Context: an optimization exercise on an open-source flow, tuned for a short achievable clock period and few clock cycles. The choices shown serve that exercise and are no tape-out recipe.
Function was checked by simulation only, so behaviour that the tests miss may differ from the original.
Power and IR drop assume default switching activity.

<file path="flow/run.sh">
#!/bin/bash
# synth_recipe.tcl (not shown) runs the flow's synth.tcl, then flattens the netlist and writes it again
# the make line also repeats each setting of config.mk as NAME=value (left out here)
make -C /OpenROAD-flow-scripts/flow DESIGN_CONFIG=/design/flow/config.mk WORK_HOME=/design/flow/orfs CLKGATE_MAP_FILE= SYNTH_SCRIPT=/design/flow/synth_recipe.tcl finish
</file>
<file path="flow/config.mk">
export PLATFORM = sky130hd
export DESIGN_NAME = trc3_core
export DESIGN_NICKNAME = trc3_core
export VERILOG_FILES = /design/flow/design.v
export SDC_FILE = /design/flow/constraint.sdc
export NUM_CORES = 4
export LEC_CHECK = 0
export ABC_CLOCK_PERIOD_IN_PS = 2500
export CAP_MARGIN = 20
export CELL_PAD_IN_SITES_DETAIL_PLACEMENT = 1
export CELL_PAD_IN_SITES_GLOBAL_PLACEMENT = 2
export CORE_MARGIN = 2
export CORE_UTILIZATION = 40
export PLACE_DENSITY = 0.6
export SETUP_SLACK_MARGIN = 4.0
export SLEW_MARGIN = 20
export TNS_END_PERCENT = 5
</file>
<file path="flow/constraint.sdc">
create_clock -name core_clock -period 7.0 [get_ports {clk}]
set_input_delay 1.4000 -clock core_clock [delete_from_list [all_inputs] [get_ports {clk}]]
set_output_delay 1.4000 -clock core_clock [all_outputs]
set_load 0.01 [all_outputs]
</file>
<file path="flow/design.v">
module trc3_alu (
    input  wire [7:0] fn,
    input  wire [7:0] a,
    input  wire [7:0] b,
    output wire [7:0] result,
    output wire       carry,
    output wire       zero
);
    wire f_add = fn[0], f_sub = fn[1], f_xor = fn[2], f_xno = fn[3];
    wire f_ior = fn[4], f_nor = fn[5], f_and = fn[6], f_rsh = fn[7];
    wire [8:0] sum  = {1'b0, a} + {1'b0, b};
    wire [8:0] diff = {1'b0, a} + {1'b0, ~b} + 9'd1;
    wire [7:0] x    = a ^ b;
    wire [7:0] o    = a | b;
    wire [7:0] n    = a & b;
    wire       eq   = (x == 8'd0);
    wire       z_add = (&(x[7:1] ~^ o[6:0])) & ~x[0];
    wire       z_rsh = (&(x[7:2] ~^ o[6:1])) & (x[1] == (a[0] & b[0]));
    assign result = ({8{f_add}} & sum[7:0])
                  | ({8{f_sub}} & diff[7:0])
                  | ({8{f_xor}} & x)
                  | ({8{f_xno}} & ~x)
                  | ({8{f_ior}} & o)
                  | ({8{f_nor}} & ~o)
                  | ({8{f_and}} & n)
                  | ({8{f_rsh}} & {1'b0, sum[7:1]});
    assign carry  = ((f_add | f_xno | f_rsh) & sum[8])
                  | (f_sub & diff[8])
                  | (f_xor & diff[8] & ~eq);
    assign zero   = (f_add & z_add)
                  | ((f_sub | f_xor) & eq)
                  | (f_xno & (x == 8'hFF))
                  | (f_ior & (o == 8'd0))
                  | (f_nor & (o == 8'hFF))
                  | (f_and & (n == 8'd0))
                  | (f_rsh & z_rsh);
endmodule
module trc3_stack (
    input  wire        clk,
    input  wire        rst,
    input  wire        push,
    input  wire        pop,
    input  wire        kill,
    input  wire [9:0]  push_addr,
    input  wire [31:0] push_oh,      
    input  wire [15:0] push_word,
    input  wire        push_wv,
    output reg  [9:0]  top,
    output reg  [15:0] top_word,
    output reg         top_wv,
    output reg  [31:0] top_oh,
    output wire        empty
);
    reg [9:0]  a [0:15];
    reg [15:0] w [0:15];
    reg [15:0] wv;
    reg [15:0] nz;
    reg [15:0] ptr;           
    wire [15:0] ptr_up = {ptr[14:0], ptr[15]};    
    wire [15:0] ptr_dn = {ptr[0], ptr[15:1]};     
    reg [9:0]  s1_a;
    reg [15:0] s1_w;
    reg        s1_wv;
    integer i;
    always @* begin
        s1_a  = 10'd0;
        s1_w  = 16'd0;
        s1_wv = 1'b0;
        for (i = 0; i < 16; i = i + 1) begin
            s1_a  = s1_a  | ({10{ptr_dn[i]}} & a[i]);
            s1_w  = s1_w  | ({16{ptr_dn[i]}} & w[i]);
            s1_wv = s1_wv | (ptr_dn[i] & wv[i]);
        end
    end
    always @(posedge clk) begin
        if (rst) begin
            for (i = 0; i < 16; i = i + 1)
                a[i] <= 10'd0;
            nz       <= 16'd0;
            wv       <= 16'd0;
            ptr      <= 16'd1;
            top      <= 10'd0;
            top_wv   <= 1'b0;
            top_oh   <= 32'd1;
        end else if (kill) begin
            wv       <= 16'd0;
            top_wv   <= 1'b0;
        end else if (push) begin
            for (i = 0; i < 16; i = i + 1)
                if (ptr_up[i]) begin
                    a[i] <= push_addr;
                    w[i] <= push_word;
                end
            nz       <= (nz & ~ptr_up) | ({16{|push_addr}} & ptr_up);
            wv       <= (wv & ~ptr_up) | ({16{push_wv}} & ptr_up);
            ptr      <= ptr_up;
            top      <= push_addr;
            top_word <= push_word;
            top_wv   <= push_wv;
            top_oh   <= push_oh;
        end else if (pop) begin
            for (i = 0; i < 16; i = i + 1)
                if (ptr[i])
                    a[i] <= 10'd0;
            nz       <= nz & ~ptr;
            wv       <= wv & ~ptr;
            ptr      <= ptr_dn;
            top      <= s1_a;
            top_word <= s1_w;
            top_wv   <= s1_wv;
            top_oh   <= 32'd1 << s1_a[4:0];
        end
    end
    assign empty = ~|nz;
endmodule
module trc3_regfile (
    input  wire       clk,
    input  wire       rst,
    input  wire [2:0] ra,
    input  wire [2:0] rb,
    input  wire [2:0] rc,
    output wire [7:0] da,
    output wire [7:0] db,
    output wire [7:0] dc,
    input  wire       we,
    input  wire [2:0] wa,
    input  wire [7:0] wd
);
    reg [7:0] x [1:7];
    integer i;
    always @(posedge clk) begin
        if (rst) begin
            for (i = 1; i < 8; i = i + 1)
                x[i] <= 8'd0;
        end else if (we && wa != 3'd0) begin
            x[wa] <= wd;
        end
    end
    assign da = (ra == 3'd0) ? 8'd0 : x[ra];
    assign db = (rb == 3'd0) ? 8'd0 : x[rb];
    assign dc = (rc == 3'd0) ? 8'd0 : x[rc];
endmodule
module trc3_core (
    input  wire        clk,
    input  wire        rst,
    output reg         mem_req,
    output reg         mem_we,
    output reg  [10:0] mem_addr,
    output reg  [7:0]  mem_wdata,
    input  wire        mem_ready,
    input  wire [7:0]  mem_rdata,
    output wire        gpi_req,
    output wire [2:0]  gpi_port,
    input  wire        gpi_valid,
    input  wire [7:0]  gpi_data,
    output wire        gpo_valid,
    output wire [2:0]  gpo_port,
    output wire [7:0]  gpo_data,
    output wire        bell,
    output wire        halted,
    output wire        faulted,
    output wire [2:0]  fault_code,
    output wire [10:0] pc_out
);
    localparam OP_NOP = 5'd0,  OP_HLT = 5'd1,  OP_ADD = 5'd2,  OP_ADI = 5'd3;
    localparam OP_SUB = 5'd4,  OP_XOR = 5'd5,  OP_XNO = 5'd6,  OP_IOR = 5'd7;
    localparam OP_NOR = 5'd8,  OP_AND = 5'd9,  OP_NAN = 5'd10, OP_RSH = 5'd11;
    localparam OP_LDI = 5'd12, OP_JMP = 5'd13, OP_BEQ = 5'd14, OP_BNE = 5'd15;
    localparam OP_BGT = 5'd16, OP_BLT = 5'd17, OP_CAL = 5'd18, OP_RET = 5'd19;
    localparam OP_REA = 5'd20, OP_STO = 5'd21, OP_GPI = 5'd22, OP_GPO = 5'd23;
    localparam OP_BEL = 5'd24, OP_PAS = 5'd25, OP_PAG = 5'd26;
    localparam F_NONE     = 3'd0;
    localparam F_ILLEGAL  = 3'd1;
    localparam F_RESERVED = 3'd2;
    localparam F_DATAADDR = 3'd3;
    localparam F_PAGE     = 3'd4;
    function [31:0] onehot;
        input [4:0] i;
        onehot = 32'd1 << i;
    endfunction
    function [31:0] rotl1;
        input [31:0] v;
        rotl1 = {v[30:0], v[31]};
    endfunction
    function [31:0] rotl2;
        input [31:0] v;
        rotl2 = {v[29:0], v[31:30]};
    endfunction
    reg [15:0] c_data [0:31];
    reg [4:0]  c_tag  [0:31];
    reg [31:0] c_val;
    reg [31:0] c_fold;          
    reg [31:0] c_jmp;           
    reg [1:0]  c_cnt  [0:31];   
    reg [15:0] c_tw   [0:31];   
    reg [31:0] c_tv;            
    reg [7:0]  code_pg;         
    reg [10:0] pc_d;        
    reg [31:0] oh1;         
    reg [15:0] ir;
    reg [31:0] oht;         
    reg        ir_v;        
    reg        ir_main;     
    reg        ir_fold;     
    reg        f_act;
    reg [9:0]  f_pc;
    reg        f_hi;        
    reg [7:0]  f_lo;
    reg [2:0]  f_n;
    reg        pend;
    reg [3:0]  pend_m;      
    reg [4:0]  pend_bi;     
    reg        pend_bad;    
    reg        pend_dir_r;  
    reg [10:0] alt_pc;
    reg [31:0] alt_oh1, alt_oht;
    reg [15:0] alt_w;
    reg        alt_v, alt_main;
    reg [10:0] rf_pc;       
    reg [31:0] rf_oh;
    reg        upd_v;
    reg [4:0]  upd_bi;
    reg        upd_t;
    reg        lrn_v;
    reg [4:0]  lrn_id;
    reg [15:0] lrn_w;
    reg        lrn_tv;
    reg        e_valid;
    reg [10:0] e_pc;
    reg [7:0]  e_a, e_b, e_c;   
    reg [7:0]  e_fn;            
    reg [2:0]  e_dst;
    reg        e_wr;            
    reg        e_flg;           
    reg        e_rea, e_sto, e_gpi, e_gpo, e_bel, e_pas, e_pag, e_hlt;
    reg [2:0]  e_fpre;          
    reg [2:0]  e_off;           
    reg [2:0]  e_phi;           
    reg [7:0]  e_addr;          
    reg        e_dflt;          
    reg        e_pflt;          
    reg        e_fault;         
    reg        we_r;            
    reg [10:0] maddr_r;         
    reg        m_fill;          
    reg        flag_c, flag_z;
    reg [2:0]  page;
    reg        fault_r;
    reg [2:0]  fcode;
    wire e_act  = e_valid && !fault_r;
    wire e_mem  = e_rea || e_sto;
    wire [7:0] alu_r;
    wire       alu_c, alu_z;
    trc3_alu u_alu (
        .fn(e_fn), .a(e_a), .b(e_b),
        .result(alu_r), .carry(alu_c), .zero(alu_z)
    );
    wire       e_dfl   = e_mem && e_dflt;
    wire e_stall = e_act && ((e_mem && !mem_ready) || (e_gpi && !gpi_valid));
    wire e_halt  = e_hlt;
    wire e_ok    = e_act && !e_stall && !e_fault;
    wire [7:0] e_res = ({8{e_rea}} & mem_rdata)
                     | ({8{e_gpi}} & gpi_data)
                     | ({8{e_pag}} & {5'd0, page})
                     | alu_r;
    wire [10:0] st_addr  = {page, e_addr};
    wire        conflict = e_act && e_sto && code_pg[page];
    wire       d_end   = pc_d[10];
    wire       d_valid = ir_v || d_end;
    wire [4:0] op      = ir[15:11];
    wire [2:0] fa      = ir[8:6];
    wire [2:0] fb      = ir[5:3];
    wire [2:0] fc      = ir[2:0];
    wire [7:0] imm8    = ir[10:3];
    wire [9:0] tgt     = ir[10:1];
    wire m_none = op == OP_NOP || op == OP_HLT || op == OP_RET || op == OP_BEL;
    wire m_alu  = op == OP_ADD || (op >= OP_SUB && op <= OP_RSH) || op == OP_REA || op == OP_STO;
    wire m_br   = op >= OP_JMP && op <= OP_CAL;
    wire rsv_any = (m_none && (ir[10:0] != 11'd0)) ||
                   (m_alu  && (ir[10:9] != 2'd0)) ||
                   (m_br   && ir[0]) ||
                   (op == OP_GPI && (ir[10:6] != 5'd0)) ||
                   (op == OP_GPO && ((ir[10:9] != 2'd0) || (ir[2:0] != 3'd0))) ||
                   (op == OP_PAS && ((ir[7:6] != 2'd0) || (ir[2:0] != 3'd0))) ||
                   (op == OP_PAG && (ir[10:3] != 8'd0));
    wire       d_illegal  = !d_end && (op > 5'd26);
    wire       d_reserved = !d_end && rsv_any;
    wire [2:0] d_fpre     = d_illegal ? F_ILLEGAL : d_reserved ? F_RESERVED : F_NONE;
    wire       d_ok       = !d_end && !d_illegal && !d_reserved;
    wire d_is_alu = (op == OP_ADD) || (op >= OP_SUB && op <= OP_RSH);
    wire d_wr_op  = d_is_alu || op == OP_ADI || op == OP_LDI || op == OP_PAG ||
                    op == OP_GPI || op == OP_REA;
    wire [7:0] d_fn = {op == OP_RSH, op == OP_AND, op == OP_NOR || op == OP_NAN,
                       op == OP_IOR || op == OP_LDI, op == OP_XNO, op == OP_XOR,
                       op == OP_SUB, op == OP_ADD || op == OP_ADI};
    wire [2:0] d_ra = (op == OP_ADI) ? fc : fa;
    wire [7:0] rf_a, rf_b, rf_c;
    wire       rf_we = e_wr && !e_stall && !e_fault;
    trc3_regfile u_rf (
        .clk(clk), .rst(rst),
        .ra(d_ra), .rb(fb), .rc(fc),
        .da(rf_a), .db(rf_b), .dc(rf_c),
        .we(rf_we), .wa(e_dst), .wd(e_res)
    );
    wire fwd_en = e_wr;
    wire [7:0] xa = (fwd_en && e_dst == d_ra) ? e_res : rf_a;
    wire [7:0] xb = (fwd_en && e_dst == fb)   ? e_res : rf_b;
    wire [7:0] xc = (fwd_en && e_dst == fc)   ? e_res : rf_c;
    wire [7:0] d_opa = (op == OP_LDI) ? 8'd0 : xa;
    wire [8:0] d_sum = {1'b0, rf_a} + {6'd0, fb};
    wire       d_mem = d_ok && (op == OP_REA || op == OP_STO);
    wire       d_haz = d_mem && fwd_en && e_dst == fa;
    wire       d_pflt = d_ok && op == OP_PAS && (xb[7:3] != 5'd0);
    wire       d_flt  = (d_fpre != F_NONE) || (d_mem && d_sum[8]) || d_pflt;
    wire [7:0] d_opb = (op == OP_ADI || op == OP_LDI) ? imm8 : xb;
    wire fz  = e_flg ? alu_z : flag_z;
    wire fcy = e_flg ? alu_c : flag_c;
    wire d_beq = !d_end && op == OP_BEQ;
    wire d_bne = !d_end && op == OP_BNE;
    wire d_bgt = !d_end && op == OP_BGT;
    wire d_blt = !d_end && op == OP_BLT;
    wire cond_r = (!e_flg & ((d_beq & flag_z) | (d_bne & ~flag_z) | (d_bgt & flag_c) | (d_blt & ~flag_c)));
    wire cond   = cond_r | ((e_flg & d_beq) & alu_z) | ((e_flg & d_bne) & ~alu_z) |
                           ((e_flg & d_bgt) & alu_c) | ((e_flg & d_blt) & ~alu_c);
    wire mis_e = pend_bad || (!e_flg & ((pend_m[3] & flag_z) | (pend_m[2] & ~flag_z) |
                                          (pend_m[1] & flag_c) | (pend_m[0] & ~flag_c)));
    wire mis = mis_e || ((e_flg & pend_m[3]) & alu_z) || ((e_flg & pend_m[2]) & ~alu_z) ||
                        ((e_flg & pend_m[1]) & alu_c) || ((e_flg & pend_m[0]) & ~alu_c);
    wire mis_r = pend_bad || (pend_m[3] & flag_z) || (pend_m[2] & ~flag_z) ||
                             (pend_m[1] & flag_c) || (pend_m[0] & ~flag_c);
    wire pend_take = pend_dir_r ^ mis;
    wire d_jmp = !d_end && (op == OP_JMP || op == OP_CAL);
    wire d_bcc = d_beq || d_bne || d_bgt || d_blt;
    wire d_ret = !d_end && (op == OP_RET);
    wire d_cal = !d_end && (op == OP_CAL);
    wire [9:0]  st_top;
    wire [15:0] st_word;
    wire        st_wv;
    wire [31:0] top_oh;
    wire        st_empty;
    wire taken = d_jmp || cond;
    wire use_r = d_ret && !st_empty;
    integer j;
    wire [10:0] pcp1_d = pc_d + 11'd1;
    wire [10:0] pcp2_d = pc_d + 11'd2;
    wire [31:0] oh2    = rotl1(oh1);
    wire [31:0] oh3    = rotl2(oh1);
    reg [31:0] k_ft, k_fn, k_dir;
    always @* begin
        for (j = 0; j < 32; j = j + 1) begin
            k_dir[j] = c_jmp[j] || c_cnt[j][1];
            k_ft[j]  = c_fold[j] && k_dir[j] && c_tv[j];
            k_fn[j]  = c_fold[j] && !k_dir[j];
        end
    end
    reg [15:0] w0, w1, w3, tw0;
    reg [4:0]  g0, g1, g3;
    reg        v0, v1, v3, ft0, fn0, dir0, tv0;
    always @* begin
        w0 = 16'd0; w1 = 16'd0; w3 = 16'd0; tw0 = 16'd0;
        g0 = 5'd0; g1 = 5'd0; g3 = 5'd0;
        v0 = 1'b0; v1 = 1'b0; v3 = 1'b0; ft0 = 1'b0; fn0 = 1'b0; dir0 = 1'b0; tv0 = 1'b0;
        for (j = 0; j < 32; j = j + 1) begin
            w0     = w0     | ({16{oh1[j]}} & c_data[j]);
            g0     = g0     | ({5{oh1[j]}}  & c_tag[j]);
            v0     = v0     | (oh1[j] & c_val[j]);
            ft0    = ft0    | (oh1[j] & k_ft[j]);
            fn0    = fn0    | (oh1[j] & k_fn[j]);
            tv0    = tv0    | (oh1[j] & c_tv[j]);
            dir0   = dir0   | (oh1[j] & k_dir[j]);
            tw0    = tw0    | ({16{oh1[j]}} & c_tw[j]);
            w1     = w1     | ({16{oht[j]}} & c_data[j]);
            g1     = g1     | ({5{oht[j]}}  & c_tag[j]);
            v1     = v1     | (oht[j] & c_val[j]);
            w3     = w3     | ({16{oh2[j]}} & c_data[j]);
            g3     = g3     | ({5{oh2[j]}}  & c_tag[j]);
            v3     = v3     | (oh2[j] & c_val[j]);
        end
    end
    wire h0 = v0 && (g0 == pcp1_d[9:5]) && !pcp1_d[10];
    wire h1 = v1 && (g1 == tgt[9:5]);
    wire h3 = v3 && (g3 == pcp2_d[9:5]) && !pcp2_d[10];
    wire        f_jmp  = w0[15:11] == OP_JMP;
    wire        f_dir  = dir0;
    wire        f_ok   = !pcp1_d[10] && !pcp2_d[10];
    wire        fold_t = ft0 && f_ok;
    wire        fold_n = fn0 && f_ok;
    wire        fold   = fold_t || fold_n;
    wire [31:0] f_toh  = onehot(w0[5:1]);
    wire [1:0]  f_ct   = w0[12:11] - 2'd2;          
    wire [3:0]  f_m    = (f_ct == 2'd0) ? {~f_dir, f_dir, 2'b00} :
                         (f_ct == 2'd1) ? {f_dir, ~f_dir, 2'b00} :
                         (f_ct == 2'd2) ? {2'b00, ~f_dir, f_dir} :
                                          {2'b00, f_dir, ~f_dir};
    localparam BW = 11 + 32 + 16 + 32 + 1 + 1 + 1;
    wire [BW-1:0] b_t  = {{1'b0, tgt}, rotl1(oht), w1, onehot(w1[5:1]), h1, 1'b1, 1'b0};
    wire [BW-1:0] b_r  = {{1'b0, st_top}, rotl1(top_oh), st_word, onehot(st_word[5:1]), st_wv, 1'b0, 1'b0};
    wire [BW-1:0] b_s0 = {pcp1_d, oh2, w0, onehot(w0[5:1]), h0, 1'b1, 1'b0};
    wire [BW-1:0] b_f1 = {{1'b0, w0[10:1]}, rotl1(f_toh), tw0, onehot(tw0[5:1]), tv0, 1'b0, 1'b1};
    wire [BW-1:0] b_f0 = {pcp2_d, oh3, w3, onehot(w3[5:1]), h3, 1'b1, 1'b1};
    wire [BW-1:0] b_alt = {pend_bad ? rf_pc : alt_pc, pend_bad ? rf_oh : alt_oh1,
                           alt_w, alt_oht, alt_v && !pend_bad, alt_main, 1'b0};
    wire [BW-2:0] b_other = f_dir ? b_f0[BW-1:1] : b_f1[BW-1:1];
    wire          n_fold = !d_jmp && !use_r && fold && (!f_jmp || !h0);
    wire ended = fault_r || e_halt;
    wire d_stkw  = pend && (d_cal || d_ret) && e_flg;
    wire d_run   = !e_stall && !ended && !conflict;
    wire d_go    = d_valid && d_run && !d_haz && !d_stkw;
    wire issue   = d_go && !(pend && mis);
    trc3_stack u_stack (
        .clk(clk), .rst(rst),
        .push(d_go && d_cal && !(pend && mis_r)), .pop(d_go && use_r && !(pend && mis_r)),
        .kill(conflict),
        .push_addr(pcp1_d[9:0]), .push_oh(oh1), .push_word(w0), .push_wv(h0),
        .top(st_top), .top_word(st_word), .top_wv(st_wv), .top_oh(top_oh), .empty(st_empty)
    );
    wire [4:0]  f_id    = f_pc[4:0];
    wire        f_step  = f_act && !(e_act && e_mem) && mem_ready && !ended && m_fill;
    wire        f_comp  = f_step && f_hi;
    reg         f_have;      
    wire        f_write = f_comp && !conflict && !f_have;
    wire        d_take  = f_comp && !conflict && !ir_v && !d_end && pc_d[9:0] == f_pc;
    wire [15:0] fw      = {mem_rdata, f_lo};
    wire [4:0]  fw_op   = fw[15:11];
    wire        fw_br   = fw_op >= OP_JMP && fw_op <= OP_BLT;
    wire        fw_back = fw[10:1] <= f_pc;
    wire [BW-1:0] b_cur  = {pc_d, oh1, ir, oht, ir_v, ir_main, ir_fold};
    wire [BW-1:0] b_fill = {pc_d, oh1, fw, onehot(fw[5:1]), 1'b1, 1'b1, ir_fold};
    wire [BW-1:0] b_rst  = {ir_fold ? rf_pc : pc_d, ir_fold ? rf_oh : oh1, ir, oht,
                            1'b0, 1'b0, 1'b0};
    wire          sel_m  = pend && mis;
    wire [BW-1:0] b_keep = conflict ? b_rst :
                           !d_go    ? (d_take ? b_fill : b_cur) :
                           use_r    ? b_r :
                           fold_t   ? b_f1 :
                           fold_n   ? b_f0 : b_s0;
    wire [BW-1:0] b_m    = conflict ? b_rst :
                           d_run    ? b_alt : b_cur;
    wire [BW-1:0] b_tk   = (d_go && taken) ? b_t : b_keep;
    wire [BW-1:0] b_nx   = sel_m ? b_m : b_tk;
    wire          recover = d_run && sel_m;
    wire [10:0] pc_nx = b_nx[BW-1 -: 11];
    reg        fc_act, fc_hi;
    reg [9:0]  fc_pc;
    reg [2:0]  fc_n;
    always @* begin
        fc_act = f_act;
        fc_pc  = f_pc;
        fc_hi  = f_hi;
        fc_n   = f_n;
        if (conflict) begin
            fc_act = 1'b0;
        end else if (f_comp) begin
            fc_act = f_n != 3'd0 && f_pc != 10'd1023 && !f_have;
            fc_pc  = f_pc + 10'd1;
            fc_hi  = 1'b0;
            fc_n   = f_n - 3'd1;
        end else if (f_step) begin
            fc_hi  = 1'b1;
        end
    end
    wire       f_cov1 = fc_act && (f_comp ? (f_pc + 10'd1 == pcp1_d[9:0]) : (f_pc == pcp1_d[9:0]));
    wire       f_seq  = d_go && !d_jmp && !d_bcc && !use_r && !fold && !h0 && !pcp1_d[10] && !f_cov1;
    wire       f_reg  = !ir_v && !d_end && !(f_act && f_pc == pc_d[9:0]);
    wire       f_new  = f_seq || f_reg;
    wire       fn_act = f_new || fc_act;
    wire [9:0] fn_pc  = f_seq ? pcp1_d[9:0] : f_reg ? pc_d[9:0] : fc_pc;
    wire       fn_hi  = f_new ? 1'b0 : fc_hi;
    wire [2:0] fn_n   = f_new ? 3'd7 : fc_n;
    always @* begin
        mem_req   = 1'b1;
        mem_we    = we_r;
        mem_addr  = maddr_r;
        mem_wdata = e_c;
    end
    assign gpi_req   = e_gpi;
    assign gpi_port  = e_off;
    assign gpo_valid = e_gpo;
    assign gpo_port  = e_off;
    assign gpo_data  = e_a;
    assign bell      = e_bel;
    assign halted     = e_halt;
    assign faulted    = fault_r;
    assign fault_code = fcode;
    assign pc_out     = e_pc;
    wire [4:0] id = pc_d[4:0];
    integer jj;
    always @(posedge clk) begin
        if (rst) begin
            c_val   <= 32'd0;
            c_tv    <= 32'd0;
            c_fold  <= 32'd0;
            code_pg <= 8'd0;
            pc_d    <= 11'd0;
            oh1     <= 32'd2;
            ir_v    <= 1'b0;
            ir_main <= 1'b0;
            ir_fold <= 1'b0;
            f_act   <= 1'b1;
            f_pc    <= 10'd0;
            f_hi    <= 1'b0;
            f_n     <= 3'd7;
            pend    <= 1'b0;
            upd_v   <= 1'b0;
            lrn_v   <= 1'b0;
            e_valid <= 1'b0;
            e_wr    <= 1'b0;
            e_flg   <= 1'b0;
            e_rea   <= 1'b0;
            e_sto   <= 1'b0;
            e_gpi   <= 1'b0;
            e_gpo   <= 1'b0;
            e_bel   <= 1'b0;
            e_pas   <= 1'b0;
            e_pag   <= 1'b0;
            e_hlt   <= 1'b0;
            e_fault <= 1'b0;
            flag_c  <= 1'b0;
            flag_z  <= 1'b0;
            page    <= 3'd0;
            fault_r <= 1'b0;
            we_r    <= 1'b0;
            maddr_r <= 11'd0;
            m_fill  <= 1'b1;
            fcode   <= F_NONE;
        end else begin
            if (e_act && !e_stall && e_fault) begin
                fault_r <= 1'b1;
                fcode   <= (e_fpre != F_NONE) ? e_fpre : e_dfl ? F_DATAADDR : F_PAGE;
            end
            if (e_flg) begin
                flag_c <= alu_c;
                flag_z <= alu_z;
            end
            if (e_ok && e_pas)
                page <= e_phi | e_b[2:0];
            for (jj = 0; jj < 32; jj = jj + 1)
                if (e_ok && e_sto && st_addr[5:1] == jj && c_tag[jj] == st_addr[10:6])
                    c_val[jj] <= 1'b0;
            if (!e_stall && !ended && !(e_act && e_fault)) begin
                e_valid <= issue;
                e_wr  <= issue && d_ok && d_wr_op && fc != 3'd0;
                e_flg <= issue && d_ok && d_is_alu;
                e_rea <= issue && d_ok && op == OP_REA;
                e_sto <= issue && d_ok && op == OP_STO;
                e_gpi <= issue && d_ok && op == OP_GPI;
                e_gpo <= issue && d_ok && op == OP_GPO;
                e_bel <= issue && d_ok && op == OP_BEL;
                e_pas <= issue && d_ok && op == OP_PAS;
                e_pag <= issue && d_ok && op == OP_PAG;
                e_hlt <= issue && (d_end || (d_ok && op == OP_HLT));
                e_fault <= issue && d_flt;
                if (d_go) begin
                    e_pc   <= pc_d;
                    e_a    <= d_opa;
                    e_b    <= d_opb;
                    e_c    <= xc;
                    e_fn   <= d_fn;
                    e_dst  <= fc;
                    e_fpre <= d_fpre;
                    e_off  <= fb;
                    e_phi  <= ir[10:8];
                    e_addr <= d_sum[7:0];
                    e_dflt <= d_sum[8];
                    e_pflt <= d_pflt;
                end
            end
            if (e_stall && e_mem) begin
                m_fill  <= 1'b0;
            end else if (ended || (e_act && e_fault)) begin
                we_r    <= 1'b0;
                maddr_r <= {fn_pc, fn_hi};
                m_fill  <= 1'b1;
            end else if (d_go && d_mem) begin
                we_r    <= !(pend && mis) && op == OP_STO && !d_sum[8];
                maddr_r <= {(e_ok && e_pas) ? (e_phi | e_b[2:0]) : page, d_sum[7:0]};
                m_fill  <= 1'b0;
            end else begin
                we_r    <= 1'b0;
                maddr_r <= {fn_pc, fn_hi};
                m_fill  <= 1'b1;
            end
            {pc_d, oh1, ir, oht, ir_v, ir_main, ir_fold} <= b_nx;
            f_act   <= fn_act;
            f_pc    <= fn_pc;
            f_hi    <= fn_hi;
            f_n     <= fn_n;
            if (f_step && !f_hi) begin
                f_lo   <= mem_rdata;
                f_have <= c_val[f_id] && c_tag[f_id] == f_pc[9:5];
            end
            if (f_act)
                code_pg[f_pc[9:7]] <= 1'b1;
            lrn_v  <= d_go && !pend && ir_main && (d_jmp || d_bcc) &&
                      !(f_write && f_id == id);
            lrn_id <= id;
            lrn_w  <= w1;
            lrn_tv <= h1;
            if (lrn_v) begin
                c_tw[lrn_id] <= lrn_w;
                c_tv[lrn_id] <= lrn_tv;
            end
            upd_v <= 1'b0;
            if (upd_v)
                c_cnt[upd_bi] <= upd_t ? ((c_cnt[upd_bi] == 2'd3) ? 2'd3 : c_cnt[upd_bi] + 2'd1)
                                       : ((c_cnt[upd_bi] == 2'd0) ? 2'd0 : c_cnt[upd_bi] - 2'd1);
            if (conflict) begin
                pend <= 1'b0;
            end else if (recover || d_go) begin
                if (pend && !pend_bad) begin
                    upd_v  <= 1'b1;
                    upd_bi <= pend_bi;
                    upd_t  <= pend_take;
                end else if (d_bcc && ir_main) begin
                    upd_v  <= 1'b1;
                    upd_bi <= id;
                    upd_t  <= cond;
                end
                if (recover) begin
                    pend <= 1'b0;
                end else begin
                    pend     <= n_fold && !cond;
                    pend_m   <= f_m;
                    rf_pc    <= pcp1_d;
                    rf_oh    <= oh2;
                    pend_dir_r <= f_dir;
                    pend_bi  <= pcp1_d[4:0];
                    pend_bad <= !h0;
                    {alt_pc, alt_oh1, alt_w, alt_oht, alt_v, alt_main} <= b_other;
                end
            end
            if (conflict)
                c_tv <= 32'd0;
            if (f_write) begin
                c_data[f_id] <= fw;
                c_tag[f_id]  <= f_pc[9:5];
                c_val[f_id]  <= 1'b1;
                c_tv[f_id]   <= 1'b0;
                c_fold[f_id] <= fw_br && !fw[0];
                c_jmp[f_id]  <= fw_op == OP_JMP;
                c_cnt[f_id]  <= fw_back ? 2'd2 : 2'd1;
            end
        end
    end
endmodule
</file>
==> results.sh, run 1 <==
export IMPL_cts_tree="yes"
export IMPL_cts_sinks=2368
export IMPL_crit_cells=12
export IMPL_start_util_pct=40.3
export IMPL_numCtsBuffers=274
export IMPL_synthFlopType="edfxtp_1"
export IMPL_min_period_over_period_pct=62.8
export IMPL_powerDensity_nw_per_um2=382
export IMPL_p_leak_nw=44.1
export IMPL_nFillCells=28500
export IMPL_hpwl_mm=447
export IMPL_port_buffers=72
export IMPL_fin_ws_ns=2.61
export IMPL_drtIter0Drc=19100
export IMPL_synth_distinct_cells=103
export IMPL_synthArstFlopShare_pct=0
export IMPL_r2r_start="oh1[3]"
export IMPL_ys_warnings_count=5
export IMPL_tightest_slew_ns=1.25
export IMPL_gp_congestion=1.01
export IMPL_max_freq_mhz=228
export IMPL_slew_viol_final=0
export IMPL_cpPeakStageDelay_ns=0.54
export IMPL_grt_overflow=0
export IMPL_clkPwrFrac_pct=28.5
export IMPL_die_w_um=535
export IMPL_post_dp_cell_area_um2=120000
export IMPL_power_share_sequential_pct=34.3
export IMPL_min_period_ns=4.39
export IMPL_total_power_mw=52.0
export IMPL_use_met2_pct=67.4
export IMPL_met1_usage_pct=57.5
export IMPL_synth_commonest_cells="edfxtp_1, a22oi_1, nor2_1"
export IMPL_synth_cells=9580
export IMPL_num_rows=194
export IMPL_grt_usage_pct=46.6
export IMPL_path_delay_family="compound AO/OA/AOI/OAI gates"
export IMPL_intPower_mw=30.8
export IMPL_final_core_util_pct=48.7
export IMPL_hp_class="reg -> reg"
export IMPL_grt_pass1_vias=99500
export IMPL_postRouteAntennaNets=0
export IMPL_drc=0
export IMPL_outcome="complete, no violations"
export IMPL_wl_mm=696
export IMPL_rsz0062_at_grt="true"
export IMPL_cp_max_fo=23
export IMPL_reg2reg_depth=12
export IMPL_synth_edf_count=1904
export IMPL_wl_per_cell_um=49.8
export IMPL_slew_headroom_pct=16.5
export IMPL_yosys_top_cells_area="edfxtp_1, a22oi_1, dfxtp_1, nor2_1, clkbuf_1"
export IMPL_max_cap_violations=0
export IMPL_peakVddDrop_mv=0.384
export IMPL_via_per_inst=7.54
export IMPL_chipHeight_um=535
export IMPL_crit_type="reg -> reg"
export IMPL_placed_cells=13000
export IMPL_final_area_um2=136000
export IMPL_path_cells="buf_6, a22oi_1, nand4_1, nor4_4, buf_4, inv_4, nor3_4, nand2_1, a2111oi_0, o21ai_0, a21oi_2, a221o_1"
export IMPL_synth_avg_cell_area_um2=11.8
export IMPL_cp_start_kind="flip-flop"
export IMPL_power_switching_mw=21.2
export IMPL_stdcell_count=14000
export IMPL_worstSetupEndpointType="flip-flop"
export IMPL_synth_top_area_share_pct=50.8
export IMPL_dr_pass1_iters=9
export IMPL_top_usage_layer="met2"
export IMPL_cp_required_ns=7.78
export IMPL_path_buf_inv=3
export IMPL_syn_area_um2=113000
export IMPL_holdWs_ns=0.455
export IMPL_startpoint="oh1[3]"
export IMPL_swShare_pct=40.8
export IMPL_grt_pass1_wl_mm=911
export IMPL_dieArea_um2=286000
export IMPL_synth_top_area_cell="edfxtp_1"
export IMPL_placeableCoreArea_um2=280000
export IMPL_vias=105000
export IMPL_ys_seq_area_share_pct=59.0
export IMPL_clk_latency_ns=0.97
export IMPL_ys_seq_elements=2368
export IMPL_finClkSkew_ns=0.101
export IMPL_nets=10100
export IMPL_ios=74
export IMPL_tns_ns=0
export IMPL_drive_above_1_share_pct=19.4
export IMPL_synth_most_common_cell="edfxtp_1"
export IMPL_ctsHtreeMaxLevel=5
export IMPL_grt_max_degree=214
export IMPL_dp_slack_ns=0.887
export IMPL_setup_viol=0
export IMPL_antenna_found_initial=77
export IMPL_power_frac_comb_pct=37.1
export IMPL_hold_viol=0
export IMPL_area_growth_pct=21.0
export IMPL_crit_path_top_delay_cell="dfxtp_4"
export IMPL_arrival_ns=5.17
export IMPL_grtUsageMet3_pct=17.4
export IMPL_path_clk_slew_ns=0.06
export IMPL_cts_root_buffer="clkbuf_16"
export IMPL_cts_buffer_depth=4
export IMPL_hold_depth=2
[cells by family after synthesis]
group	Yosys count	share of synthesized area (%)
buffers and inverters	988	3.40
multiplexers	278	3.67
XOR/XNOR	277	2.17
AO/OA/AOI/OAI	3122	20.2
AND/OR/NAND/NOR	2483	10.8
adder cells (fa/ha/maj)	62	0.707
flip-flops	2368	59.0
other	2	0.00667
[power by group through the flow]
stage	combinational, mW	sequential, mW	clock, mW
after floorplan	7.89	17.4	0
after global placement	15.5	18.3	0
after detailed placement	15.6	18.3	0
after CTS	17.0	17.9	14.8
after global routing	19.3	17.9	15.3
final	19.3	17.9	14.8
[path summary, 6_finish.rpt]
kind                            slack [ns]   endpoint
worst max-delay path                  2.61    oht[30]
worst min-delay path                  0.46  flip-flop
worst max register to register        2.61    oht[30]
worst min register to register        0.46  flip-flop
[worst register-to-register path: stages, from the launching register on]
cell	delay [ns]
dfxtp_4	0.54
buf_6	0.41
a22oi_1	0.34
nand4_1	0.20
nor4_4	0.34
buf_4	0.34
inv_4	0.26
nor3_4	0.28
nand2_1	0.34
a2111oi_0	0.50
o21ai_0	0.15
a21oi_2	0.27
a221o_1	0.31
[layout make-up]
| class | count | area (um^2) | share of cell area [%] |
|---|---|---|---|
| Antenna cell | 66 | 165 | 0.121 |
| Clock buffer | 367 | 7600 | 5.58 |
| Clock inverter | 129 | 1430 | 1.05 |
| Inverter | 137 | 542 | 0.398 |
| Multi-Input combinational cell | 6240 | 45000 | 33.1 |
| Sequential cell | 2368 | 66600 | 48.9 |
| Tap cell | 3724 | 4660 | 3.42 |
| Timing Repair Buffer | 964 | 10100 | 7.44 |
[routing by layer]
layer  wire length [um]  up-vias
met3              99700     2849
met4              63500       51
li1                   -    39400
met5                722        -
met2             289000     9606
met1             244000    53600
[registers in the layout, summed over array words and instances, names as in the netlist, 64 cells and up, named ones only]
name       cells
u_stack.a    160
c_cnt         64
c_tag        160
c_data       512
c_tw         512
u_rf.x        64
u_stack.w    256
[repair_timing]
action / in CTS / in global routing
cloned: 29 / 20
hold buffers: 0 / 0
pin swaps: 73 / 65
gates resized for setup: 283 / 330
buffers inserted: 183 / 171
hold endpoints to repair: 0 / 0
setup endpoints to repair: 2510 / 2670
[placed cells by master, fill, tap and decap left out, types with 43 or more instances in the layout]
master,netlist,layout
clkbuf_1,620,61
buf_4,7,635
and3_1,60,50
o22ai_1,99,98
mux4_2,102,102
nor2_1,729,633
a221oi_1,211,209
mux2_2,55,55
dfxtp_1,464,400
buf_6,0,80
diode_2,0,66
edfxtp_1,1904,1904
a222oi_1,57,57
mux2i_1,115,111
nor2_2,0,47
a22oi_1,1437,1421
nor2_4,1,52
o21ai_0,377,353
clkdlybuf4s50_1,0,62
nor3_1,161,119
a22o_1,185,185
xor2_1,61,61
clkbuf_16,0,293
nand2_1,563,537
inv_1,130,126
o211ai_1,45,45
o2111ai_1,51,51
nand3_1,279,272
buf_12,0,109
a21oi_1,267,250
nand4_1,337,337
xnor2_1,215,209
or4_1,76,66
ha_1,58,43
a211oi_1,67,58
Testbench counts, summed over its fixed seeds: cycles 80,525.
==> run 2, diff against run 1 <==
--- a/flow/design.v
+++ b/flow/design.v
@@ -618,14 +618,12 @@
                 end
-                if (recover) begin
-                    pend <= 1'b0;
-                end else begin
-                    pend     <= n_fold && !cond;
-                    pend_m   <= f_m;
-                    rf_pc    <= pcp1_d;
-                    rf_oh    <= oh2;
-                    pend_dir_r <= f_dir;
-                    pend_bi  <= pcp1_d[4:0];
-                    pend_bad <= !h0;
-                    {alt_pc, alt_oh1, alt_w, alt_oht, alt_v, alt_main} <= b_other;
-                end
+                pend <= !recover && n_fold && !cond;
+            end
+            if (d_go) begin
+                pend_m   <= f_m;
+                rf_pc    <= pcp1_d;
+                rf_oh    <= oh2;
+                pend_dir_r <= f_dir;
+                pend_bi  <= pcp1_d[4:0];
+                pend_bad <= !h0;
+                {alt_pc, alt_oh1, alt_w, alt_oht, alt_v, alt_main} <= b_other;
             end
--- a/flow/config.mk
+++ b/flow/config.mk
@@ -14,4 +14,4 @@
 export PLACE_DENSITY = 0.6
-export SETUP_SLACK_MARGIN = 4.0
+export SETUP_SLACK_MARGIN = 3.5
 export SLEW_MARGIN = 20
-export TNS_END_PERCENT = 5
+export TNS_END_PERCENT = 25
==> results.sh, run 2 <==
export IMPL_clkPwrFrac_pct=28.0
export IMPL_die_w_um=536
export IMPL_finClkSkew_ns=0.117
export IMPL_min_period_ns=3.94
export IMPL_cp_start_kind="flip-flop"
export IMPL_ys_seq_elements=2368
export IMPL_peakVddDrop_mv=0.309
export IMPL_ys_seq_area_share_pct=58.7
export IMPL_max_freq_mhz=254
export IMPL_dieArea_um2=287000
export IMPL_crit_type="reg -> reg"
export IMPL_r2r_slack_ns=3.06
export IMPL_cts_root_buffer="clkbuf_16"
export IMPL_synth_distinct_cells=112
export IMPL_numCtsBuffers=275
export IMPL_cpPeakStageDelay_ns=0.57
export IMPL_path_cells="buf_4, nor4bb_2, a31oi_1, nand4_1, nor3_1, buf_4, a21oi_4, buf_6, nor2_1, a2bb2oi_1, a211o_1, o21ai_4, buf_4"
export IMPL_synth_top_area_share_pct=50.5
export IMPL_use_met2_pct=64.0
export IMPL_final_common_cell="edfxtp_1"
export IMPL_dr_pass1_iters=12
export IMPL_grt_overflow=0
export IMPL_power_frac_comb_pct=38.8
export IMPL_synthArstFlopShare_pct=0
export IMPL_drtIter0Drc=19400
export IMPL_ios=74
export IMPL_hold_depth=2
export IMPL_r2r_end="ir[12]"
export IMPL_rsz0062_at_grt="true"
export IMPL_cts_sinks=2368
export IMPL_ys_warnings_count=5
export IMPL_powerDensity_nw_per_um2=382
export IMPL_max_cap_violations=0
export IMPL_wl_per_cell_um=48.7
export IMPL_wl_mm=683
export IMPL_r2r_start="c_cnt[31][1]"
export IMPL_tightest_slew_ns=1.39
export IMPL_placeableCoreArea_um2=282000
export IMPL_power_switching_mw=21.7
export IMPL_postRouteAntennaNets=0
export IMPL_reg_top3="c_data x512, c_tw x512, u_stack.w x256"
export IMPL_slew_viol_final=0
export IMPL_synth_avg_cell_area_um2=11.9
export IMPL_tns_ns=0
export IMPL_yosys_top_cells_area="edfxtp_1, a22oi_1, dfxtp_1, nor2_1, mux4_2"
export IMPL_cp_max_fo=24
export IMPL_syn_area_um2=113000
export IMPL_path_clk_slew_ns=0.06
export IMPL_total_power_mw=53.0
export IMPL_min_from="u_stack.top_oh[7]"
export IMPL_top_usage_layer="met2"
export IMPL_gp_congestion=1.01
export IMPL_arrival_ns=4.69
export IMPL_synth_commonest_cells="edfxtp_1, a22oi_1, nor2_1"
export IMPL_synth_most_common_cell="edfxtp_1"
export IMPL_met1_usage_pct=60.1
export IMPL_cp_required_ns=7.75
export IMPL_grt_pass1_vias=99100
export IMPL_post_dp_cell_area_um2=120000
export IMPL_worstSetupEndpointType="flip-flop"
export IMPL_synthFlopType="edfxtp_1"
export IMPL_chipHeight_um=536
export IMPL_cts_buffer_depth=4
export IMPL_outcome="complete, no violations"
export IMPL_power_share_sequential_pct=33.2
export IMPL_final_cell_mix="edfxtp_1, a22oi_1, buf_4, nor2_1, nand2_1"
export IMPL_slew_headroom_pct=7.54
export IMPL_p_leak_nw=44.2
export IMPL_final_core_util_pct=49.2
export IMPL_hpwl_mm=430
export IMPL_hold_buffers=0
export IMPL_hp_class="reg -> reg"
export IMPL_crit_path_top_delay_cell="edfxtp_1"
export IMPL_synth_edf_count=1904
export IMPL_cts_tree="yes"
export IMPL_min_period_over_period_pct=56.2
export IMPL_final_area_um2=139000
export IMPL_reg2reg_depth=13
export IMPL_num_rows=195
export IMPL_grtUsageMet3_pct=17.2
export IMPL_antenna_found_initial=57
export IMPL_clk_latency_ns=1.00
export IMPL_synth_top_area_cell="edfxtp_1"
export IMPL_port_buffers=72
export IMPL_swShare_pct=40.9
export IMPL_via_per_inst=7.54
export IMPL_grt_max_degree=196
export IMPL_grt_usage_pct=46.1
export IMPL_drive_above_1_share_pct=22.4
export IMPL_hold_viol=0
export IMPL_nets=10100
export IMPL_intPower_mw=31.3
export IMPL_area_growth_pct=22.5
export IMPL_synth_cells=9520
export IMPL_crit_top_cell="buf_4"
export IMPL_start_util_pct=40.2
export IMPL_ctsHtreeMaxLevel=5
export IMPL_hold_end="u_stack.top_oh[7]"
export IMPL_drc=0
export IMPL_setup_viol=0
export IMPL_vias=106000
export IMPL_grt_pass1_wl_mm=905
==> run 2: metal layers <==
metal  share of wire, %  vias up
li1                   -    39400
met1                 37    54100
met2                 40     9666
met3                 14     2518
met4                8.0       32
met5              0.064        -
==> run 2: worst max-delay path, delay by kind of cell, from the launching register on <==
family                 cells  cell delay (ns)
AO/OA/AOI/OAI              5             1.15
buffers and inverters      4             1.02
flip-flops                 1             0.57
AND/OR/NAND/NOR            4             0.98
==> run 2: worst max path at each step <==
| stage | startpoint | endpoint | cells after the start |
|---|---|---|---|
| 5_1_grt | e_b[0] | ir[6] | 16 |
| 2_1_floorplan | gpi_valid | lrn_v | 9 |
| 4_1_cts | e_b[0] | ir[15] | 14 |
| 6_report | c_cnt[31][1] | ir[12] | 13 |
| 3_3_place_gp | mem_ready | c_data[1][3] | 11 |
| 3_5_place_dp | mem_ready | c_data[1][4] | 11 |
==> run 2: power by group through the flow <==
stage | clock (mW) | sequential, mW | combinational (mW)
6_report | 14.8 | 17.6 | 20.6
5_1_grt | 15.3 | 17.6 | 20.5
4_1_cts | 14.8 | 17.6 | 18.4
3_5_place_dp | 0 | 18.3 | 14.8
3_3_place_gp | 0 | 18.2 | 14.8
2_1_floorplan | 0 | 16.9 | 8.31
==> run 2: layout make-up <==
type | instances | area (um^2)
clock inverter | 145 | 1620
multi-input combinational | 6205 | 46800
antenna | 52 | 130
tap | 3743 | 4680
sequential | 2368 | 66600
inverter | 107 | 445
timing repair buffer | 1042 | 10900
clock buffer | 353 | 7430
fill | 28500 | 143000
timing repair inverter | 5 | 77.6
==> run 2: logic make-up (layout without fill, tap and decap cells) <==
group / after synthesis / after routing / synth area share [%]
compound gates: 3150 / 3152 / 20.5
simple gates: 2398 / 2405 / 10.5
flops: 2368 / 2368 / 58.7
buf+inv: 963 / 1652 / 3.56
mux: 303 / 303 / 3.92
xor+xnor: 274 / 274 / 2.12
fa+ha+maj: 62 / 62 / 0.703
other cells: 2 / 61 / 0.00664
==> run 2: repair_timing <==
action | in CTS | in global routing
buffers inserted | 355 | 102
pin swaps | 170 | 116
setup endpoints to repair | 2029 | 857
resized for setup | 754 | 244
gates cloned | 33 | 7
==> run 2: stage by stage <==
step,hold WS (ns),worst slack [ns],instances
6_report,0.471,3.06,14000
5_1_grt,0.485,3.13,14000
4_1_cts,0.467,3.13,13900
3_5_place_dp,0.455,1.37,13000
3_3_place_gp,0.448,1.47,13000
2_1_floorplan,0.403,2.20,9527
Testbench counts of run 2, summed over its fixed seeds: cycles 80,525.
==> run 3, diff against run 2 <==
--- a/flow/config.mk
+++ b/flow/config.mk
@@ -8,3 +8,3 @@
 export ABC_CLOCK_PERIOD_IN_PS = 2500
-export CAP_MARGIN = 20
+export CAP_MARGIN = 25
 export CELL_PAD_IN_SITES_DETAIL_PLACEMENT = 1
@@ -16,2 +16,2 @@
 export SLEW_MARGIN = 20
-export TNS_END_PERCENT = 25
+export TNS_END_PERCENT = 40
==> results.sh, run 3 <==
export IMPL_min_period_over_period_pct=55.2
export IMPL_numCtsBuffers=276
export IMPL_num_rows=195
export IMPL_hold_viol=0
export IMPL_final_area_um2=140000
export IMPL_yosys_top_cells_area="edfxtp_1, a22oi_1, dfxtp_1, nor2_1, mux4_2"
export IMPL_postRouteAntennaNets=0
export IMPL_worstSetupEndpointType="flip-flop"
export IMPL_power_frac_comb_pct=39.4
export IMPL_gp_congestion=1.01
export IMPL_synth_most_common_cell="edfxtp_1"
export IMPL_dp_slack_ns=1.44
export IMPL_min_period_ns=3.86
export IMPL_start_util_pct=40.2
export IMPL_finClkSkew_ns=0.0999
export IMPL_nets=10200
export IMPL_synth_cells=9520
export IMPL_synth_top_area_share_pct=50.5
export IMPL_ctsHtreeMaxLevel=5
export IMPL_intPower_mw=31.8
export IMPL_outcome="complete, no violations"
export IMPL_swShare_pct=40.9
export IMPL_synth_top_family_by_area="compound AO/OA/AOI/OAI gates"
export IMPL_total_power_mw=53.7
export IMPL_wl_met2_mm=279
export IMPL_holdWs_ns=0.465
export IMPL_ios=74
export IMPL_synth_simple_area_share_pct=10.5
export IMPL_cp_required_ns=7.88
export IMPL_clkPwrFrac_pct=27.9
export IMPL_synth_commonest_cells="edfxtp_1, a22oi_1, nor2_1"
export IMPL_grt_pass1_vias=100000
export IMPL_grt_pass1_wl_mm=908
export IMPL_vias=107000
export IMPL_dieArea_um2=287000
export IMPL_wl_met1_mm=257
export IMPL_top_layer_used="met5"
export IMPL_cts_buffer_depth=4
export IMPL_cp_max_fo=23
export IMPL_area_growth_pct=23.8
export IMPL_startpoint="oh1[15]"
export IMPL_hp_class="reg -> reg"
export IMPL_cts_tree="yes"
export IMPL_setup_viol=0
export IMPL_synth_distinct_cells=112
export IMPL_dr_pass1_iters=12
export IMPL_arrival_ns=4.74
export IMPL_cts_root_buffer="clkbuf_16"
export IMPL_max_freq_mhz=259
export IMPL_crit_type="reg -> reg"
export IMPL_cts_sinks=2368
export IMPL_tightest_slew_ns=1.27
export IMPL_stdcell_count=14100
export IMPL_final_core_util_pct=49.7
export IMPL_antenna_found_initial=67
export IMPL_synthAdderAreaFrac_pct=0.703
export IMPL_rsz0062_at_grt="true"
export IMPL_reg_top3="c_data x512, c_tw x512, u_stack.w x256"
export IMPL_chipHeight_um=536
export IMPL_grt_max_degree=196
export IMPL_synth_avg_cell_area_um2=11.9
export IMPL_power_share_sequential_pct=32.7
export IMPL_r2r_start="oh1[15]"
export IMPL_port_buffers=72
export IMPL_synthMuxAreaShare_pct=3.92
export IMPL_peakVddDrop_mv=0.284
export IMPL_fin_ws_ns=3.14
export IMPL_placed_cells=13000
export IMPL_post_dp_cell_area_um2=120000
export IMPL_wl_met3_mm=99.5
export IMPL_grt_overflow=0
export IMPL_placeableCoreArea_um2=282000
export IMPL_slew_viol_final=0
export IMPL_clk_latency_ns=1.00
export IMPL_cp_start_kind="flip-flop"
export IMPL_ys_seq_elements=2368
export IMPL_min_from="u_stack.top_oh[15]"
export IMPL_hold_depth=2
export IMPL_drive_above_1_share_pct=23.5
export IMPL_synthArstFlopShare_pct=0
export IMPL_grt_usage_pct=46.3
export IMPL_synthFlopType="edfxtp_1"
export IMPL_synth_edf_count=1904
export IMPL_hold_buffers=0
export IMPL_drc=0
export IMPL_drtIter0Drc=19600
export IMPL_wl_per_cell_um=49.0
export IMPL_ys_warnings_count=5
export IMPL_final_cell_mix="edfxtp_1, a22oi_1, buf_4, nor2_1, nand2_1"
export IMPL_tns_ns=0
export IMPL_reg2reg_depth=12
export IMPL_synth_top_area_cell="edfxtp_1"
export IMPL_max_cap_violations=0
export IMPL_via_per_inst=7.55
export IMPL_wl_mm=692
export IMPL_synth_compound_area_share_pct=20.5
export IMPL_ys_seq_area_share_pct=58.7
export IMPL_die_w_um=536
export IMPL_final_common_cell="edfxtp_1"
export IMPL_hpwl_mm=431
export IMPL_power_switching_mw=22.0
export IMPL_path_clk_slew_ns=0.06
export IMPL_syn_area_um2=113000
export IMPL_slew_headroom_pct=14.9
export IMPL_synth_xor_area_share_pct=2.12
export IMPL_p_leak_nw=44.8
export IMPL_powerDensity_nw_per_um2=383
-- run 3: worst paths after layout --
path,end,slack (ns)
max,oh1[20],3.14
min,u_stack.top_oh[15],0.46
max reg2reg,oh1[20],3.14
min reg2reg,u_stack.top_oh[15],0.46
-- run 3: layer usage --
metal  up-vias  track usage, %
met1     54700            59.7
met2      9756            63.8
li1      39600               -
met5         -            1.12
met4        31            30.5
met3      2625            18.2
-- run 3: cell families after synthesis --
kind of cell               count (synthesis)
AOI/OAI and AO/OA                       3150
xor gates and xnor gates                 274
adders and majority gates                 62
buffers and inverters                    963
DFF                                     2368
muxes                                    303
other                                      2
and+or+nand+nor                         2398
-- run 3: area by class of cell --
cell class | instances | area, um^2
inverters | 107 | 447
well taps | 3743 | 4680
flip-flops and latches | 2368 | 66600
repair inverters | 5 | 82.6
clock inverters | 153 | 1630
repair buffers | 1122 | 12000
clock buffers | 354 | 7520
diodes | 63 | 158
fillers | 28400 | 142000
multi-input cells | 6207 | 47000
-- run 3: repair_timing --
item / in CTS / in global routing
gates resized for setup: 813 / 295
setup endpoints to repair: 2049 / 1006
cloned: 32 / 16
pin swaps: 156 / 133
setup buffers: 413 / 105
-- run 3: power by group through the flow --
stage	logic (mW)	clock network, mW	registers, mW
2_1_floorplan	8.31	0	16.9
3_3_place_gp	14.8	0	18.2
3_5_place_dp	14.9	0	18.3
4_1_cts	18.9	15.0	17.5
5_1_grt	21.0	15.5	17.5
6_report	21.1	15.0	17.6
-- run 3: worst max-delay path, stage by stage, from the launching register on --
cell and delay [ns]:
dfxtp_4 0.65, buf_6 0.45, a22oi_1 0.19, nand4_1 0.21
nor4_4 0.05, buf_4 0.22, inv_4 0.35, nand3_1 0.29
nor2_1 0.28, o22ai_1 0.16, o311ai_1 0.31, o211ai_1 0.20
a311oi_4 0.33

separate check: timing with driven ports:
The flow's constraints put no driver on any port. The routed layouts listed below were extracted and timed again, unchanged, in two steps. Step 1: set_driving_cell puts a clkbuf_16 on clk and a buf_2 on each other input, an assumption about the parent block. Step 2 adds t to the input delays and takes it off the output delays; t is the mean of the earliest and latest rising clock arrival at the registers after step 1. Input paths then give back, and output paths get back, about the clock's delay inside the block. Slacks: no drivers / after step 1 / after step 2; pairs: no drivers / after step 1.
run | shift t [ns] | slack for setup (ns) | hold WS [ns]
run 1 | 1.027 | 2.606 / 2.606 / 2.415 | 0.455 / 0.455 / 0.455
run 2 | 1.047 | 3.065 / 3.065 / 2.280 | 0.471 / 0.471 / 0.471
run 3 | 1.064 | 3.138 / 3.138 / 2.425 | 0.465 / 0.465 / 0.465
After both steps every run listed still meets setup and hold. The setup slack of run 2, which loses most, moves by 0.000 ns with the drivers and by -0.785 ns with both steps.
